This is an optimization exercise on Yosys and OpenROAD, whose aim is small area, a short achievable clock period and few clock cycles, not a production implementation. Only simulation tests tie the RTL to the original design; equivalence was not proved. No activity file was given, so power comes from the tool's default toggle rates.

File: flow/config.mk
export PLATFORM = sky130hd
export DESIGN_NAME = pllsolv
export DESIGN_NICKNAME = pllsolv
export VERILOG_FILES = /design/flow/design.v
export SDC_FILE = /design/flow/constraint.sdc
export NUM_CORES = 4
export LEC_CHECK = 0
export CAP_MARGIN = 20
export CORE_MARGIN = 2
export CORE_UTILIZATION = 40
export SLEW_MARGIN = 20
File: flow/constraint.sdc
create_clock -name core_clock -period 10.0 [get_ports {clk}]
set_input_delay 2.0000 -clock core_clock [delete_from_list [all_inputs] [get_ports {clk}]]
set_output_delay 2.0000 -clock core_clock [all_outputs]
set_load 0.01 [all_outputs]
File: flow/design.v
module pllsolv_mul (
    input  wire        clk,
    input  wire        rst,
    input  wire        start,
    input  wire [63:0] a,
    input  wire [63:0] b,
    output reg  [63:0] p,
    output reg         busy
);
    reg [63:0] ma;
    reg [63:0] mb;
    reg [6:0]  cnt;
    always @(posedge clk) begin
        if (rst) begin
            busy <= 1'b0;
        end else if (start) begin
            p    <= 64'd0;
            ma   <= a;
            mb   <= b;
            cnt  <= 7'd64;
            busy <= 1'b1;
        end else if (busy) begin
            if (mb[0])
                p <= p + ma;
            ma  <= ma << 1;
            mb  <= mb >> 1;
            cnt <= cnt - 7'd1;
            if (cnt == 7'd1)
                busy <= 1'b0;
        end
    end
endmodule
module pllsolv_div (
    input  wire        clk,
    input  wire        rst,
    input  wire        start,
    input  wire [63:0] n,
    input  wire [63:0] d,
    output reg  [63:0] q,
    output reg  [63:0] r,
    output reg         busy
);
    reg [63:0] dv;
    reg [6:0]  cnt;
    wire [63:0] shifted = {r[62:0], q[63]};
    wire        fits    = shifted >= dv;
    always @(posedge clk) begin
        if (rst) begin
            busy <= 1'b0;
        end else if (start) begin
            q    <= n;
            r    <= 64'd0;
            dv   <= d;
            cnt  <= 7'd64;
            busy <= 1'b1;
        end else if (busy) begin
            r   <= fits ? shifted - dv : shifted;
            q   <= {q[62:0], fits};
            cnt <= cnt - 7'd1;
            if (cnt == 7'd1)
                busy <= 1'b0;
        end
    end
endmodule
module pllsolv (
    input  wire        clk,
    input  wire        rst,
    input  wire        wr_en,
    input  wire [5:0]  wr_addr,
    input  wire [31:0] wr_data,
    input  wire [5:0]  rd_addr,
    output reg  [31:0] rd_data
);
    localparam [7:0] FMT16 = 8'h10;
    localparam [7:0] FMT24 = 8'h18;
    localparam [5:0] A_CMD    = 6'h00, A_STATUS = 6'h01, A_MCLK = 6'h02,
                     A_FS     = 6'h03, A_BITS   = 6'h04, A_VCLKIN = 6'h05,
                     A_VFSREF = 6'h06, A_VR     = 6'h07, A_VJ   = 6'h08,
                     A_VD     = 6'h09, A_VP     = 6'h0A;
    localparam [5:0] A_SEL  = 6'h10, A_P = 6'h11, A_R = 6'h12, A_J = 6'h13,
                     A_D    = 6'h14, A_BCK = 6'h15, A_FRAME = 6'h16,
                     A_FMT  = 6'h17, A_VALID = 6'h18, A_PLLOUT = 6'h19,
                     A_N    = 6'h1A, A_DIAG = 6'h1B, A_CAND = 6'h1C;
    localparam [7:0] E_OK = 8'h00, E_MCLK = 8'h01, E_WIDTH = 8'h02,
                     E_NOPLL = 8'h03, E_FS = 8'h10, E_DIV = 8'h11,
                     E_ILLEGAL = 8'h12;
    localparam [3:0] O_VALID = 4'h0, O_IN_LO = 4'h1, O_IN_HI = 4'h2,
                     O_OUT_LO = 4'h3, O_OUT_HI = 4'h4, O_R = 4'h5,
                     O_J = 4'h6, O_D = 4'h7, O_P = 4'h8;
    localparam [1:0] RET_CMD = 2'd0, RET_INT = 2'd1, RET_FRAC = 2'd2;
    localparam [5:0] S_IDLE      = 6'd0,
                     S_DECODE    = 6'd1,
                     S_WL        = 6'd2,
                     S_DIR_MUL   = 6'd3,
                     S_DIR_MUL_W = 6'd4,
                     S_DIR_MOD_W = 6'd5,
                     S_DIR_Q_W   = 6'd6,
                     S_N_INIT    = 6'd7,
                     S_N_LOOP    = 6'd8,
                     S_N_PICK    = 6'd9,
                     S_GCD       = 6'd10,
                     S_GCD_W     = 6'd11,
                     S_J0_W      = 6'd12,
                     S_P0_W      = 6'd13,
                     S_BRANCH    = 6'd14,
                     S_F_JP0     = 6'd15,
                     S_F_JP0_W   = 6'd16,
                     S_F_P_W     = 6'd17,
                     S_F_PJ0_W   = 6'd18,
                     S_R_TRY     = 6'd19,
                     S_R_W       = 6'd20,
                     S_R_NEXT    = 6'd21,
                     S_F_VAL     = 6'd22,
                     S_F_END     = 6'd23,
                     S_BCK       = 6'd24,
                     S_BCK_W     = 6'd25,
                     S_V_RANGE   = 6'd26,
                     S_V_INDIV_W = 6'd27,
                     S_V_MUL_W   = 6'd28,
                     S_V_OUT_W   = 6'd29,
                     S_V_RET     = 6'd30,
                     S_FAIL      = 6'd31,
                     S_OK        = 6'd32;
    reg [31:0] r_mclk, r_fs, r_bits, r_vclkin, r_vfsref;
    reg [31:0] r_vr, r_vj, r_vd, r_vp;
    reg        st_busy, st_done, st_ovr;
    reg [7:0]  st_err;
    reg [1:0]  res_sel;
    reg [3:0]  res_p;
    reg [4:0]  res_r;
    reg [5:0]  res_j;
    reg [13:0] res_d;
    reg [6:0]  res_bck;
    reg [7:0]  res_frame;
    reg [7:0]  res_fmt;
    reg [3:0]  res_valid;
    reg [31:0] res_pllout;
    reg [31:0] res_n;
    reg [3:0]  res_outcome;
    reg [1:0]  res_mode;
    reg        res_exact;
    reg [31:0] res_cand;
    reg [31:0] lat_cmd, lat_mclk, lat_fs, lat_bits, lat_vclkin;
    reg [31:0] lat_vr, lat_vj, lat_vd, lat_vp;
    wire cmd_wr = wr_en && (wr_addr == A_CMD);
    reg         mul_start;
    reg  [63:0] mul_a, mul_b;
    wire [63:0] mul_p;
    wire        mul_busy;
    reg         div_start;
    reg  [63:0] div_n, div_d;
    wire [63:0] div_q, div_r;
    wire        div_busy;
    pllsolv_mul u_mul (
        .clk(clk), .rst(rst), .start(mul_start), .a(mul_a), .b(mul_b),
        .p(mul_p), .busy(mul_busy)
    );
    pllsolv_div u_div (
        .clk(clk), .rst(rst), .start(div_start), .n(div_n), .d(div_d),
        .q(div_q), .r(div_r), .busy(div_busy)
    );
    wire mul_idle = !mul_start && !mul_busy;
    wire div_idle = !div_start && !div_busy;
    reg [5:0]  state;
    reg [7:0]  err_code;
    reg [31:0] v_clk, v_r, v_j, v_d;
    reg [39:0] v_p;
    reg [31:0] v_indiv;
    reg [3:0]  v_out;
    reg [1:0]  v_ret;
    reg [63:0] den;
    reg [31:0] n_cur, n2;
    reg [35:0] nfs_cur, nfs2;
    reg        seed3, ok2;
    reg [31:0] pll_n, pll_out;
    reg [31:0] gcd_a, gcd_b;
    reg [31:0] j0, p0;
    reg [3:0]  cur_j;
    reg [39:0] jp0;
    reg [39:0] cand_p;
    reg [47:0] t_val;
    reg [13:0] d_cur;
    reg [1:0]  w_idx;
    reg [3:0]  off;
    reg        r_have;
    reg [13:0] r_cval, r_bestc;
    reg [47:0] r_beste;
    reg [47:0] f_e;
    reg [31:0] cand;
    reg        b_found;
    reg [3:0]  b_j, b_p;
    reg [13:0] b_d;
    reg [47:0] b_e;
    wire [1:0] cmd_op = lat_cmd[1:0];
    wire       cmd_legal = (lat_cmd[31:8] == 24'd0) &&
                           (lat_cmd[7:0] >= 8'd1) && (lat_cmd[7:0] <= 8'd5);
    wire signed [31:0] v_r_s = v_r;
    wire signed [31:0] v_j_s = v_j;
    wire signed [31:0] v_d_s = v_d;
    wire signed [39:0] v_p_s = v_p;
    wire [23:0] v_m   = v_r[4:0] * v_j[5:0] * 24'd10000 + {10'd0, v_d[13:0]};
    wire [17:0] v_den = v_p[3:0] * 18'd10000;
    wire [9:0] w_val = (w_idx == 2'd0) ? 10'd1000 :
                       (w_idx == 2'd1) ? 10'd100  :
                       (w_idx == 2'd2) ? 10'd10   : 10'd1;
    wire signed [17:0] r_c = $signed({4'd0, d_cur}) +
                             ($signed({14'd0, off}) - 18'sd5) * $signed({8'd0, w_val});
    wire [47:0] r_e = (t_val >= mul_p[47:0]) ? t_val - mul_p[47:0]
                                             : mul_p[47:0] - t_val;
    always @(posedge clk) begin
        if (rst) begin
            r_mclk   <= 32'd0;
            r_fs     <= 32'd0;
            r_bits   <= 32'd0;
            r_vclkin <= 32'd0;
            r_vfsref <= 32'd0;
            r_vr     <= 32'd0;
            r_vj     <= 32'd0;
            r_vd     <= 32'd0;
            r_vp     <= 32'd0;
        end else if (wr_en) begin
            case (wr_addr)
                A_MCLK:   r_mclk   <= wr_data;
                A_FS:     r_fs     <= wr_data;
                A_BITS:   r_bits   <= wr_data;
                A_VCLKIN: r_vclkin <= wr_data;
                A_VFSREF: r_vfsref <= wr_data;
                A_VR:     r_vr     <= wr_data;
                A_VJ:     r_vj     <= wr_data;
                A_VD:     r_vd     <= wr_data;
                A_VP:     r_vp     <= wr_data;
                default: ;
            endcase
        end
    end
    always @(posedge clk) begin
        if (rst) begin
            state       <= S_IDLE;
            mul_start   <= 1'b0;
            div_start   <= 1'b0;
            st_busy     <= 1'b0;
            st_done     <= 1'b0;
            st_ovr      <= 1'b0;
            st_err      <= 8'd0;
            res_sel     <= 2'd0;
            res_p       <= 4'd0;
            res_r       <= 5'd0;
            res_j       <= 6'd0;
            res_d       <= 14'd0;
            res_bck     <= 7'd0;
            res_frame   <= 8'd0;
            res_fmt     <= 8'd0;
            res_valid   <= 4'd0;
            res_pllout  <= 32'd0;
            res_n       <= 32'd0;
            res_outcome <= 4'hF;
            res_mode    <= 2'd0;
            res_exact   <= 1'b0;
            res_cand    <= 32'hFFFFFFFF;
        end else begin
            mul_start <= 1'b0;
            div_start <= 1'b0;
            case (state)
                S_IDLE: ;
                S_DECODE: begin
                    if (!cmd_legal) begin
                        err_code <= E_ILLEGAL;
                        state    <= S_FAIL;
                    end else if (lat_cmd[2:0] == 3'd1) begin
                        v_clk <= lat_vclkin;
                        v_r   <= lat_vr;
                        v_j   <= lat_vj;
                        v_d   <= lat_vd;
                        v_p   <= {{8{lat_vp[31]}}, lat_vp};
                        v_ret <= RET_CMD;
                        state <= S_V_RANGE;
                    end else if (lat_cmd[2:0] == 3'd4) begin
                        state <= S_WL;
                    end else if (lat_mclk == 32'd0) begin
                        err_code <= E_MCLK;
                        state    <= S_FAIL;
                    end else if (lat_fs == 32'd0) begin
                        err_code <= E_FS;
                        state    <= S_FAIL;
                    end else if (lat_bits == 32'd0) begin
                        err_code <= E_WIDTH;
                        state    <= S_FAIL;
                    end else if (lat_cmd[2:0] == 3'd3) begin
                        state <= S_N_INIT;
                    end else begin
                        state <= S_DIR_MUL;
                    end
                end
                S_WL: begin
                    if (lat_bits == 32'd16) begin
                        res_frame <= 8'd31;
                        res_fmt   <= FMT16;
                    end else if (lat_bits == 32'd24) begin
                        res_frame <= 8'd47;
                        res_fmt   <= FMT24;
                    end
                    if (lat_bits != 32'd16 && lat_bits != 32'd24) begin
                        err_code <= E_WIDTH;
                        state    <= S_FAIL;
                    end else begin
                        if (lat_cmd[2:0] == 3'd4)
                            res_valid <= 4'h8;
                        else if (res_sel == 2'b11)
                            res_valid <= 4'hF;
                        else
                            res_valid <= 4'hD;
                        state <= S_OK;
                    end
                end
                S_DIR_MUL: begin
                    mul_a     <= {32'd0, lat_fs};
                    mul_b     <= {32'd0, lat_bits};
                    mul_start <= 1'b1;
                    state     <= S_DIR_MUL_W;
                end
                S_DIR_MUL_W: if (mul_idle) begin
                    den       <= mul_p;
                    div_n     <= {32'd0, lat_mclk};
                    div_d     <= mul_p;
                    div_start <= 1'b1;
                    state     <= S_DIR_MOD_W;
                end
                S_DIR_MOD_W: if (div_idle) begin
                    if (div_r != 64'd0) begin
                        if (lat_cmd[2:0] == 3'd2)
                            state <= S_OK;
                        else
                            state <= S_N_INIT;
                    end else begin
                        div_n     <= {32'd0, lat_mclk};
                        div_d     <= {den[62:0], 1'b0};
                        div_start <= 1'b1;
                        state     <= S_DIR_Q_W;
                    end
                end
                S_DIR_Q_W: if (div_idle) begin
                    if (div_q == 64'd0 || div_q > 64'd128) begin
                        err_code <= E_DIV;
                        state    <= S_FAIL;
                    end else begin
                        res_sel   <= 2'b00;
                        res_bck   <= div_q[6:0] - 7'd1;
                        res_mode  <= 2'd1;
                        res_exact <= 1'b0;
                        if (lat_cmd[2:0] == 3'd2) begin
                            res_valid <= 4'h5;
                            state     <= S_OK;
                        end else begin
                            state <= S_WL;
                        end
                    end
                end
                S_N_INIT: begin
                    n_cur   <= 32'd2;
                    nfs_cur <= {3'd0, lat_fs, 1'b0};
                    seed3   <= 1'b0;
                    state   <= S_N_LOOP;
                end
                S_N_LOOP: begin
                    if (nfs_cur <= 36'd100000000 &&
                        {nfs_cur[34:0], 1'b0} <= 36'd100000000) begin
                        n_cur   <= {n_cur[30:0], 1'b0};
                        nfs_cur <= {nfs_cur[34:0], 1'b0};
                    end else if (!seed3) begin
                        ok2     <= (nfs_cur <= 36'd100000000);
                        n2      <= n_cur;
                        nfs2    <= nfs_cur;
                        seed3   <= 1'b1;
                        n_cur   <= 32'd3;
                        nfs_cur <= {3'd0, lat_fs, 1'b0} + {4'd0, lat_fs};
                    end else begin
                        state <= S_N_PICK;
                    end
                end
                S_N_PICK: begin
                    if (!ok2 && nfs_cur > 36'd100000000) begin
                        err_code <= E_NOPLL;
                        state    <= S_FAIL;
                    end else begin
                        if (ok2 && (nfs_cur > 36'd100000000 || nfs2 >= nfs_cur)) begin
                            pll_n      <= n2;
                            pll_out    <= nfs2[31:0];
                            res_n      <= n2;
                            res_pllout <= nfs2[31:0];
                            gcd_a      <= nfs2[31:0];
                        end else begin
                            pll_n      <= n_cur;
                            pll_out    <= nfs_cur[31:0];
                            res_n      <= n_cur;
                            res_pllout <= nfs_cur[31:0];
                            gcd_a      <= nfs_cur[31:0];
                        end
                        gcd_b <= lat_mclk;
                        state <= S_GCD;
                    end
                end
                S_GCD: begin
                    if (gcd_b == 32'd0) begin
                        div_n     <= {32'd0, pll_out};
                        div_d     <= {32'd0, gcd_a};
                        div_start <= 1'b1;
                        state     <= S_J0_W;
                    end else begin
                        div_n     <= {32'd0, gcd_a};
                        div_d     <= {32'd0, gcd_b};
                        div_start <= 1'b1;
                        state     <= S_GCD_W;
                    end
                end
                S_GCD_W: if (div_idle) begin
                    gcd_a <= gcd_b;
                    gcd_b <= div_r[31:0];
                    state <= S_GCD;
                end
                S_J0_W: if (div_idle) begin
                    j0        <= div_q[31:0];
                    div_n     <= {32'd0, lat_mclk};
                    div_d     <= {32'd0, gcd_a};
                    div_start <= 1'b1;
                    state     <= S_P0_W;
                end
                S_P0_W: if (div_idle) begin
                    p0    <= div_q[31:0];
                    state <= S_BRANCH;
                end
                S_BRANCH: begin
                    if (p0 <= 32'd15) begin
                        v_clk <= lat_mclk;
                        v_r   <= 32'd1;
                        v_j   <= j0;
                        v_d   <= 32'd0;
                        v_p   <= {8'd0, p0};
                        v_ret <= RET_INT;
                        state <= S_V_RANGE;
                    end else begin
                        cur_j   <= 4'd4;
                        b_found <= 1'b0;
                        cand    <= 32'd0;
                        state   <= S_F_JP0;
                    end
                end
                S_F_JP0: begin
                    mul_a     <= {60'd0, cur_j};
                    mul_b     <= {32'd0, p0};
                    mul_start <= 1'b1;
                    state     <= S_F_JP0_W;
                end
                S_F_JP0_W: if (mul_idle) begin
                    jp0       <= mul_p[39:0];
                    div_n     <= mul_p + {32'd0, j0} - 64'd1;
                    div_d     <= {32'd0, j0};
                    div_start <= 1'b1;
                    state     <= S_F_P_W;
                end
                S_F_P_W: if (div_idle) begin
                    cand_p    <= div_q[39:0];
                    mul_a     <= div_q;
                    mul_b     <= {32'd0, j0};
                    mul_start <= 1'b1;
                    state     <= S_F_PJ0_W;
                end
                S_F_PJ0_W: if (mul_idle) begin
                    t_val  <= (mul_p[47:0] - {8'd0, jp0}) * 48'd10000;
                    d_cur  <= 14'd5000;
                    w_idx  <= 2'd0;
                    off    <= 4'd0;
                    r_have <= 1'b0;
                    state  <= S_R_TRY;
                end
                S_R_TRY: begin
                    if (r_c < 18'sd0 || r_c > 18'sd10000) begin
                        state <= S_R_NEXT;
                    end else begin
                        r_cval    <= r_c[13:0];
                        mul_a     <= {50'd0, r_c[13:0]};
                        mul_b     <= {32'd0, p0};
                        mul_start <= 1'b1;
                        state     <= S_R_W;
                    end
                end
                S_R_W: if (mul_idle) begin
                    if (!r_have || r_e < r_beste) begin
                        r_bestc <= r_cval;
                        r_beste <= r_e;
                        r_have  <= 1'b1;
                    end
                    state <= S_R_NEXT;
                end
                S_R_NEXT: begin
                    if (off == 4'd10) begin
                        d_cur  <= r_bestc;
                        off    <= 4'd0;
                        r_have <= 1'b0;
                        if (w_idx == 2'd3) begin
                            f_e   <= r_beste;
                            state <= S_F_VAL;
                        end else begin
                            w_idx <= w_idx + 2'd1;
                            state <= S_R_TRY;
                        end
                    end else begin
                        off   <= off + 4'd1;
                        state <= S_R_TRY;
                    end
                end
                S_F_VAL: begin
                    v_clk <= lat_mclk;
                    v_r   <= 32'd1;
                    v_j   <= {28'd0, cur_j};
                    v_d   <= {18'd0, d_cur};
                    v_p   <= cand_p;
                    v_ret <= RET_FRAC;
                    state <= S_V_RANGE;
                end
                S_F_END: begin
                    res_cand <= cand;
                    if (!b_found) begin
                        err_code <= E_NOPLL;
                        state    <= S_FAIL;
                    end else begin
                        res_r     <= 5'd1;
                        res_j     <= {2'd0, b_j};
                        res_p     <= b_p;
                        res_d     <= b_d;
                        res_mode  <= 2'd3;
                        res_exact <= (b_e == 48'd0);
                        state     <= S_BCK;
                    end
                end
                S_BCK: begin
                    div_n     <= {32'd0, pll_n};
                    div_d     <= {28'd0, lat_bits, 4'd0};
                    div_start <= 1'b1;
                    state     <= S_BCK_W;
                end
                S_BCK_W: if (div_idle) begin
                    if (div_q == 64'd0 || div_q > 64'd128) begin
                        err_code <= E_DIV;
                        state    <= S_FAIL;
                    end else begin
                        res_sel <= 2'b11;
                        res_bck <= div_q[6:0] - 7'd1;
                        if (lat_cmd[2:0] == 3'd3) begin
                            res_valid <= 4'h7;
                            state     <= S_OK;
                        end else begin
                            state <= S_WL;
                        end
                    end
                end
                S_V_RANGE: begin
                    if (v_r_s < 32'sd1 || v_r_s > 32'sd16) begin
                        v_out <= O_R;
                        state <= S_V_RET;
                    end else if (v_j_s < 32'sd1 || v_j_s > 32'sd63) begin
                        v_out <= O_J;
                        state <= S_V_RET;
                    end else if (v_d_s < 32'sd0 || v_d_s > 32'sd9999) begin
                        v_out <= O_D;
                        state <= S_V_RET;
                    end else if (v_p_s < 40'sd1 || v_p_s > 40'sd15) begin
                        v_out <= O_P;
                        state <= S_V_RET;
                    end else begin
                        div_n     <= {32'd0, v_clk};
                        div_d     <= {60'd0, v_p[3:0]};
                        div_start <= 1'b1;
                        state     <= S_V_INDIV_W;
                    end
                end
                S_V_INDIV_W: if (div_idle) begin
                    v_indiv <= div_q[31:0];
                    if (div_q > 64'd20000000) begin
                        v_out <= O_IN_HI;
                        state <= S_V_RET;
                    end else begin
                        mul_a     <= {32'd0, v_clk};
                        mul_b     <= {40'd0, v_m};
                        mul_start <= 1'b1;
                        state     <= S_V_MUL_W;
                    end
                end
                S_V_MUL_W: if (mul_idle) begin
                    div_n     <= mul_p;
                    div_d     <= {46'd0, v_den};
                    div_start <= 1'b1;
                    state     <= S_V_OUT_W;
                end
                S_V_OUT_W: if (div_idle) begin
                    if (div_q < 64'd64000000)
                        v_out <= O_OUT_LO;
                    else if (div_q > 64'd100000000)
                        v_out <= O_OUT_HI;
                    else if (v_d == 32'd0)
                        v_out <= (v_indiv < 32'd1000000) ? O_IN_LO : O_VALID;
                    else if (v_indiv < 32'd6667000)
                        v_out <= O_IN_LO;
                    else if (v_j_s < 32'sd4 || v_j_s > 32'sd11)
                        v_out <= O_J;
                    else if (v_r != 32'd1)
                        v_out <= O_R;
                    else
                        v_out <= O_VALID;
                    state <= S_V_RET;
                end
                S_V_RET: begin
                    case (v_ret)
                        RET_CMD: begin
                            res_outcome <= v_out;
                            state       <= S_OK;
                        end
                        RET_INT: begin
                            res_outcome <= v_out;
                            if (v_out == O_VALID) begin
                                res_r     <= 5'd1;
                                res_j     <= j0[5:0];
                                res_p     <= p0[3:0];
                                res_d     <= 14'd0;
                                res_mode  <= 2'd2;
                                res_exact <= 1'b1;
                                state     <= S_BCK;
                            end else begin
                                err_code <= E_NOPLL;
                                state    <= S_FAIL;
                            end
                        end
                        default: begin
                            cand[{cur_j - 4'd4, 2'b00} +: 4] <= v_out;
                            if (v_out == O_VALID &&
                                (!b_found || f_e * b_p < b_e * cand_p[3:0])) begin
                                b_found <= 1'b1;
                                b_j     <= cur_j;
                                b_p     <= cand_p[3:0];
                                b_d     <= d_cur;
                                b_e     <= f_e;
                            end
                            if (cur_j == 4'd11) begin
                                state <= S_F_END;
                            end else begin
                                cur_j <= cur_j + 4'd1;
                                state <= S_F_JP0;
                            end
                        end
                    endcase
                end
                S_FAIL: begin
                    res_sel   <= 2'd0;
                    res_p     <= 4'd0;
                    res_r     <= 5'd0;
                    res_j     <= 6'd0;
                    res_d     <= 14'd0;
                    res_bck   <= 7'd0;
                    res_frame <= 8'd0;
                    res_fmt   <= 8'd0;
                    res_valid <= 4'd0;
                    res_mode  <= 2'd0;
                    res_exact <= 1'b0;
                    st_err    <= err_code;
                    st_busy   <= 1'b0;
                    st_done   <= 1'b1;
                    state     <= S_IDLE;
                end
                S_OK: begin
                    st_busy <= 1'b0;
                    st_done <= 1'b1;
                    state   <= S_IDLE;
                end
                default: state <= S_IDLE;
            endcase
            if (cmd_wr) begin
                if (st_busy) begin
                    st_ovr <= 1'b1;
                end else begin
                    lat_cmd     <= wr_data;
                    lat_mclk    <= r_mclk;
                    lat_fs      <= r_fs;
                    lat_bits    <= r_bits;
                    lat_vclkin  <= r_vclkin;
                    lat_vr      <= r_vr;
                    lat_vj      <= r_vj;
                    lat_vd      <= r_vd;
                    lat_vp      <= r_vp;
                    res_sel     <= 2'd0;
                    res_p       <= 4'd0;
                    res_r       <= 5'd0;
                    res_j       <= 6'd0;
                    res_d       <= 14'd0;
                    res_bck     <= 7'd0;
                    res_frame   <= 8'd0;
                    res_fmt     <= 8'd0;
                    res_valid   <= 4'd0;
                    res_pllout  <= 32'd0;
                    res_n       <= 32'd0;
                    res_outcome <= 4'hF;
                    res_mode    <= 2'd0;
                    res_exact   <= 1'b0;
                    res_cand    <= 32'hFFFFFFFF;
                    st_busy     <= 1'b1;
                    st_done     <= 1'b0;
                    st_ovr      <= 1'b0;
                    st_err      <= 8'd0;
                    state       <= S_DECODE;
                end
            end
        end
    end
    always @(*) begin
        rd_data = 32'd0;
        case (rd_addr)
            A_STATUS: rd_data = {16'd0, st_err, 5'd0, st_ovr, st_done, st_busy};
            A_MCLK:   rd_data = r_mclk;
            A_FS:     rd_data = r_fs;
            A_BITS:   rd_data = r_bits;
            A_VCLKIN: rd_data = r_vclkin;
            A_VFSREF: rd_data = r_vfsref;
            A_VR:     rd_data = r_vr;
            A_VJ:     rd_data = r_vj;
            A_VD:     rd_data = r_vd;
            A_VP:     rd_data = r_vp;
            default:  rd_data = 32'd0;
        endcase
        if (st_busy) begin
            case (rd_addr)
                A_DIAG: rd_data = 32'h0000000F;
                A_CAND: rd_data = 32'hFFFFFFFF;
                default: ;
            endcase
        end else begin
            case (rd_addr)
                A_SEL:    rd_data = {30'd0, res_sel};
                A_P:      rd_data = {28'd0, res_p};
                A_R:      rd_data = {27'd0, res_r};
                A_J:      rd_data = {26'd0, res_j};
                A_D:      rd_data = {18'd0, res_d};
                A_BCK:    rd_data = {25'd0, res_bck};
                A_FRAME:  rd_data = {24'd0, res_frame};
                A_FMT:    rd_data = {24'd0, res_fmt};
                A_VALID:  rd_data = {28'd0, res_valid};
                A_PLLOUT: rd_data = res_pllout;
                A_N:      rd_data = res_n;
                A_DIAG:   rd_data = {25'd0, res_exact, res_mode, res_outcome};
                A_CAND:   rd_data = res_cand;
                default: ;
            endcase
        end
    end
endmodule
File: flow/run.sh
#!/bin/bash
# synth_recipe.tcl (not shown) runs the flow's synth.tcl, then flattens the netlist and writes it again
# the make line also repeats each setting of config.mk as NAME=value (left out here)
make -C /OpenROAD-flow-scripts/flow DESIGN_CONFIG=/design/flow/config.mk WORK_HOME=/design/flow/orfs CLKGATE_MAP_FILE= SYNTH_SCRIPT=/design/flow/synth_recipe.tcl finish
==> impl_metrics.xml <==
<?xml version="1.0" encoding="UTF-8"?>
<metrics>
  <group name="run_status">
    <metric name="outcome" unit="">finished clean</metric>
  </group>
  <group name="final_layout">
    <metric name="filler_cell_count" unit="">31900</metric>
    <metric name="final_nets" unit="">14600</metric>
    <metric name="layout-drive-gt1-share" unit="%">7.36</metric>
    <metric name="final_cells" unit="">18000</metric>
    <metric name="register_area" unit="mm²">0.0651</metric>
    <metric name="multiInputGateArea" unit="mm²">0.0648</metric>
    <metric name="layout-area-overhead-vs-synth" unit="%">11.0</metric>
  </group>
  <group name="cts">
    <metric name="postCtsHoldBufs" unit="">0</metric>
    <metric name="post_cts_resized" unit="">0</metric>
    <metric name="clock_sink_count" unit="">2323</metric>
    <metric name="cts_max_path_buffers" unit="">4</metric>
    <metric name="postCtsSetupRepairBufs" unit="">0</metric>
    <metric name="cts_tree" unit="">yes</metric>
    <metric name="numCtsBuffers" unit="">262</metric>
    <metric name="clock-root-buffer" unit="">sky130_fd_sc_hd__clkbuf_16</metric>
    <metric name="path_clk_slew" unit="ps">80</metric>
    <metric name="clk-insertion-delay-late" unit="ps">950</metric>
    <metric name="cts_htree_levels" unit="">5</metric>
  </group>
  <group name="worst_setup_path">
    <metric name="critical_path.reg2reg.endpoint" unit="">t_val[47]$_DFFE_PP_</metric>
    <metric name="crit_path_max_fanout" unit="">4</metric>
    <metric name="ff2ff_path_depth" unit="">38</metric>
    <metric name="timing.critical_path.from_type" unit="">register</metric>
    <metric name="slowest_cell_on_crit_path" unit="">sky130_fd_sc_hd__fa_1</metric>
    <metric name="critPathMaxStageDelay" unit="ps">540</metric>
    <metric name="cp.arrival" unit="ps">9600</metric>
    <metric name="critical_path_required" unit="ps">10640</metric>
    <metric name="path_buf_inv" unit="">8</metric>
    <metric name="timing.rr.start" unit="">u_mul.p[0]$_SDFFCE_PP0P_</metric>
    <metric name="worst-setup-path-type" unit="">register to register</metric>
    <metric name="worst_setup_path_end_kind" unit="">register</metric>
    <metric name="cp_top_family" unit="">compound AO/OA/AOI/OAI gates</metric>
    <metric name="critical_path.most_common_cell" unit="">sky130_fd_sc_hd__inv_1</metric>
    <metric name="r2r_slack" unit="ps">1040</metric>
  </group>
  <group name="global_routing">
    <metric name="grt_usage" unit="%">27.3</metric>
    <metric name="grt_max_degree" unit="">136</metric>
    <metric name="global_route_wire_length_before_repair" unit="µm">698000</metric>
    <metric name="grt.overflow.total" unit="">0</metric>
    <metric name="grt_pass1_vias" unit="">99800</metric>
    <metric name="number_of_antenna_violations_at_the_first_check_in_global_routing" unit="">30</metric>
  </group>
  <group name="synthesis">
    <metric name="yosysSeqAreaShare" unit="%">47.7</metric>
    <metric name="syn_area" unit="mm²">0.136</metric>
    <metric name="synth_flop_cell" unit="">sky130_fd_sc_hd__edfxtp_1</metric>
    <metric name="ys.warnings.count" unit="">3</metric>
    <metric name="synth-async-reset-ratio" unit="%">0</metric>
    <metric name="syn_area_per_cell" unit="µm²">10.2</metric>
    <metric name="library_cell_with_the_largest_summed_area_after_synthesis" unit="">sky130_fd_sc_hd__edfxtp_1</metric>
    <metric name="ys_ff_latch" unit="">2323</metric>
    <metric name="yosys.cell_types.count" unit="">99</metric>
    <metric name="synth_cells" unit="">13300</metric>
    <metric name="most_area_consuming_cells_after_synthesis" unit="">sky130_fd_sc_hd__edfxtp_1 41%, sky130_fd_sc_hd__ha_1 8.3%, sky130_fd_sc_hd__dfxtp_1 6.9%, sky130_fd_sc_hd__fa_1 5.2%, sky130_fd_sc_hd__nand2_1 4.7%</metric>
    <metric name="synth_largest_type_area_fraction" unit="%">40.8</metric>
    <metric name="synth-edff-count" unit="">1853</metric>
  </group>
  <group name="floorplan">
    <metric name="die_x" unit="µm">588</metric>
    <metric name="floorplan.initialDensity" unit="%">40.2</metric>
    <metric name="die-area" unit="mm²">0.346</metric>
    <metric name="fp.coreArea" unit="mm²">0.340</metric>
    <metric name="fp-row-count" unit="">214</metric>
    <metric name="pin_count" unit="">79</metric>
    <metric name="die_h" unit="µm">588</metric>
  </group>
  <group name="hold_path">
    <metric name="holdCritStartpoint" unit="">r_cval[4]$_DFFE_PP_</metric>
    <metric name="timing.hold.worst_endpoint" unit="">r_bestc[4]$_DFFE_PP_</metric>
    <metric name="worst_hold_path.num_cells" unit="">0</metric>
    <metric name="hp-class" unit="">register to register</metric>
  </group>
  <group name="place">
    <metric name="place.detailed.hpwl" unit="µm">372000</metric>
    <metric name="place.gp.congestion" unit="">1.01</metric>
    <metric name="buffer_ports.inserted" unit="">78</metric>
    <metric name="placed_cells_incl_taps" unit="">17600</metric>
  </group>
  <group name="detailed_routing">
    <metric name="avgViaCountPerCell" unit="">5.83</metric>
    <metric name="drc" unit="">0</metric>
    <metric name="avgRoutedWirePerCell" unit="µm">26.9</metric>
    <metric name="number_of_drc_markers_in_iteration_0" unit="">13900</metric>
    <metric name="drt_wl_total" unit="µm">485000</metric>
    <metric name="dr_total_vias" unit="">105000</metric>
    <metric name="drtPass1Iterations" unit="">10</metric>
    <metric name="final_antenna_net_count" unit="">0</metric>
  </group>
  <group name="sta">
    <metric name="rsz0062_at_grt" unit="">no</metric>
    <metric name="finalWorstPathRequiredPeriod" unit="ps">8960</metric>
    <metric name="worst_slew_margin_relative_to_its_limit" unit="%">9.23</metric>
    <metric name="hold_violation_total_from_the_final_report" unit="">0</metric>
    <metric name="setup_violations" unit="">0</metric>
    <metric name="slew_violations" unit="">0</metric>
    <metric name="worst_slew_pin_slew" unit="ps">1350</metric>
    <metric name="timing.setup.tns" unit="ps">0</metric>
    <metric name="achievable-frequency" unit="MHz">112</metric>
    <metric name="fin_skew" unit="ps">118</metric>
    <metric name="post-route-period-util" unit="%">89.6</metric>
    <metric name="final.hold.worst_slack" unit="ps">401</metric>
  </group>
  <group name="pwr">
    <metric name="max-vdd-ir-drop" unit="µV">238</metric>
    <metric name="static_leakage" unit="µW">0.0608</metric>
    <metric name="power_density" unit="mW/mm²">220</metric>
    <metric name="p_total" unit="µW">33300</metric>
  </group>
  <group name="job">
    <metric name="max_cap_violations" unit="">0</metric>
  </group>
</metrics>
-- sequential cells by signal, indices dropped and copies added, names as in the netlist, 36 cells and up --
signal,count
div_n,64
u_div.r,64
div_d,64
f_e,48
cand_p,40
b_e,48
den,63
u_div.q,64
u_div.dv,64
r_beste,48
u_mul.ma,64
t_val,44
mul_a,64
nfs_cur,36
nfs2,36
v_p,40
jp0,40
u_mul.p,64
-- metal layers --
metal	routed length (µm)	up-vias	GRT usage, %
met2	205000	5474	40.6
met3	50500	860	5.39
met4	29300	10	14.4
met5	66	-	0
met1	200000	51400	37.7
li1	-	47400	-
-- power by group --
group | internal (µW) | switching, µW
logic | 4470 | 7120
clock network | 5590 | 4150
registers | 11600 | 362
-- area by class of cell --
class | instances | area share [%]
inverter | 1271 | 3.15
clock inverter | 129 | 0.793
antenna | 19 | 0.0314
multi-input combinational | 9132 | 42.8
timing repair buffer | 293 | 1.71
tap | 4536 | 3.75
clock buffer | 338 | 4.80
sequential | 2323 | 43.0
-- Yosys cell counts (all sizes together), types with 139 or more instances --
| cell | number |
|---|---|
| o21ai | 538 |
| nor3 | 151 |
| a222oi | 139 |
| dfxtp | 470 |
| and2 | 216 |
| mux2 | 246 |
| nor2 | 959 |
| inv | 1271 |
| xnor2 | 311 |
| and3 | 144 |
| a21o | 333 |
| fa | 354 |
| a22oi | 163 |
| clkbuf | 556 |
| nand3 | 207 |
| edfxtp | 1853 |
| nand2 | 1704 |
| a21oi | 1050 |
| xor2 | 174 |
| ha | 905 |
-- worst register-to-register path, delay by kind of cell, from the launching register on --
kind | cells | cell delay [ps]
AND/OR/NAND/NOR | 2 | 180
AO/OA/AOI/OAI | 18 | 4050
flip-flops | 1 | 370
adder cells (fa/ha/maj) | 8 | 2950
buffers and inverters | 8 | 600
XOR/XNOR | 2 | 530
-- metrics by stage --
stage	cell area (µm²)	worst slack [ps]	util, %
4_1_cts	151000	811	44.5
2_1_floorplan	137000	206	-
3_3_place_gp	143000	802	42.0
5_1_grt	151000	320	44.6
6_report	151000	1040	44.6
3_5_place_dp	143000	869	42.1
-- how the worst max path moves through the flow --
stage / depth (start not counted) / start / end / slack, ps
after floorplan: 3 / rst / v_clk[0]$_DFFE_PP_ / 210
after global placement: 30 / cand_p[3]$_DFFE_PP_ / b_e[46]$_DFFE_PP_ / 800
after CTS: 30 / cand_p[3]$_DFFE_PP_ / b_e[38]$_DFFE_PP_ / 810
after detailed placement: 30 / cand_p[3]$_DFFE_PP_ / b_e[44]$_DFFE_PP_ / 870
after global routing: 38 / u_mul.p[0]$_SDFFCE_PP0P_ / t_val[47]$_DFFE_PP_ / 320
final: 38 / u_mul.p[0]$_SDFFCE_PP0P_ / t_val[47]$_DFFE_PP_ / 1040
-- cells in the final DEF, fill, tap and decap left out, drive strengths merged, types with 101 or more instances in the layout --
master	n
a22oi	163
a21oi	1050
mux2i	125
xor2	174
and2	216
nor2	959
nand2	1704
nand2b	101
inv	1289
a21o	333
nand3	207
fa	354
buf	216
mux2	246
xnor2	311
clkbuf	338
and3	144
dfxtp	470
o21ai	538
nor3	151
a222oi	139
a31oi	101
edfxtp	1853
nor4	137
nand4	132
ha	905
-- cell families after synthesis --
family          synth area share (%)
fa+ha+maj                       13.5
xor+xnor                        3.13
mux                             2.95
flops                           47.7
other cells                  0.00275
compound gates                  14.4
buf+inv                         5.24
simple gates                    13.1
Testbench counts, summed over its fixed seeds: cycles 3,175,054.

static timing again, ports no longer ideal:
Ports are ideal in the flow. The routed layout listed here was re-timed in OpenROAD. Step 1, drivers: a clkbuf_16 drives clk and a buf_2 each remaining input, both assumed. Step 2 adds t to the input delays and takes it off the output delays; t is the mean of the earliest and latest rising clock arrival at the registers after step 1. Input paths then give back, and output paths get back, about the clock's delay inside the block. Slacks: ideal ports / drivers / drivers and shift; pairs: ideal ports / drivers.
t, ns: 0.999
slack for setup (ns): 1.042 / 1.042 / 1.042
hold slack, ns: 0.401 / 0.401 / 0.401
clock arrival spread, ns: 0.120 / 0.120
pins driven straight from the clock port: 1
After both steps setup and hold are still met in this run. The setup slack of this run moves by 0.000 ns with the drivers and by 0.000 ns with both steps.
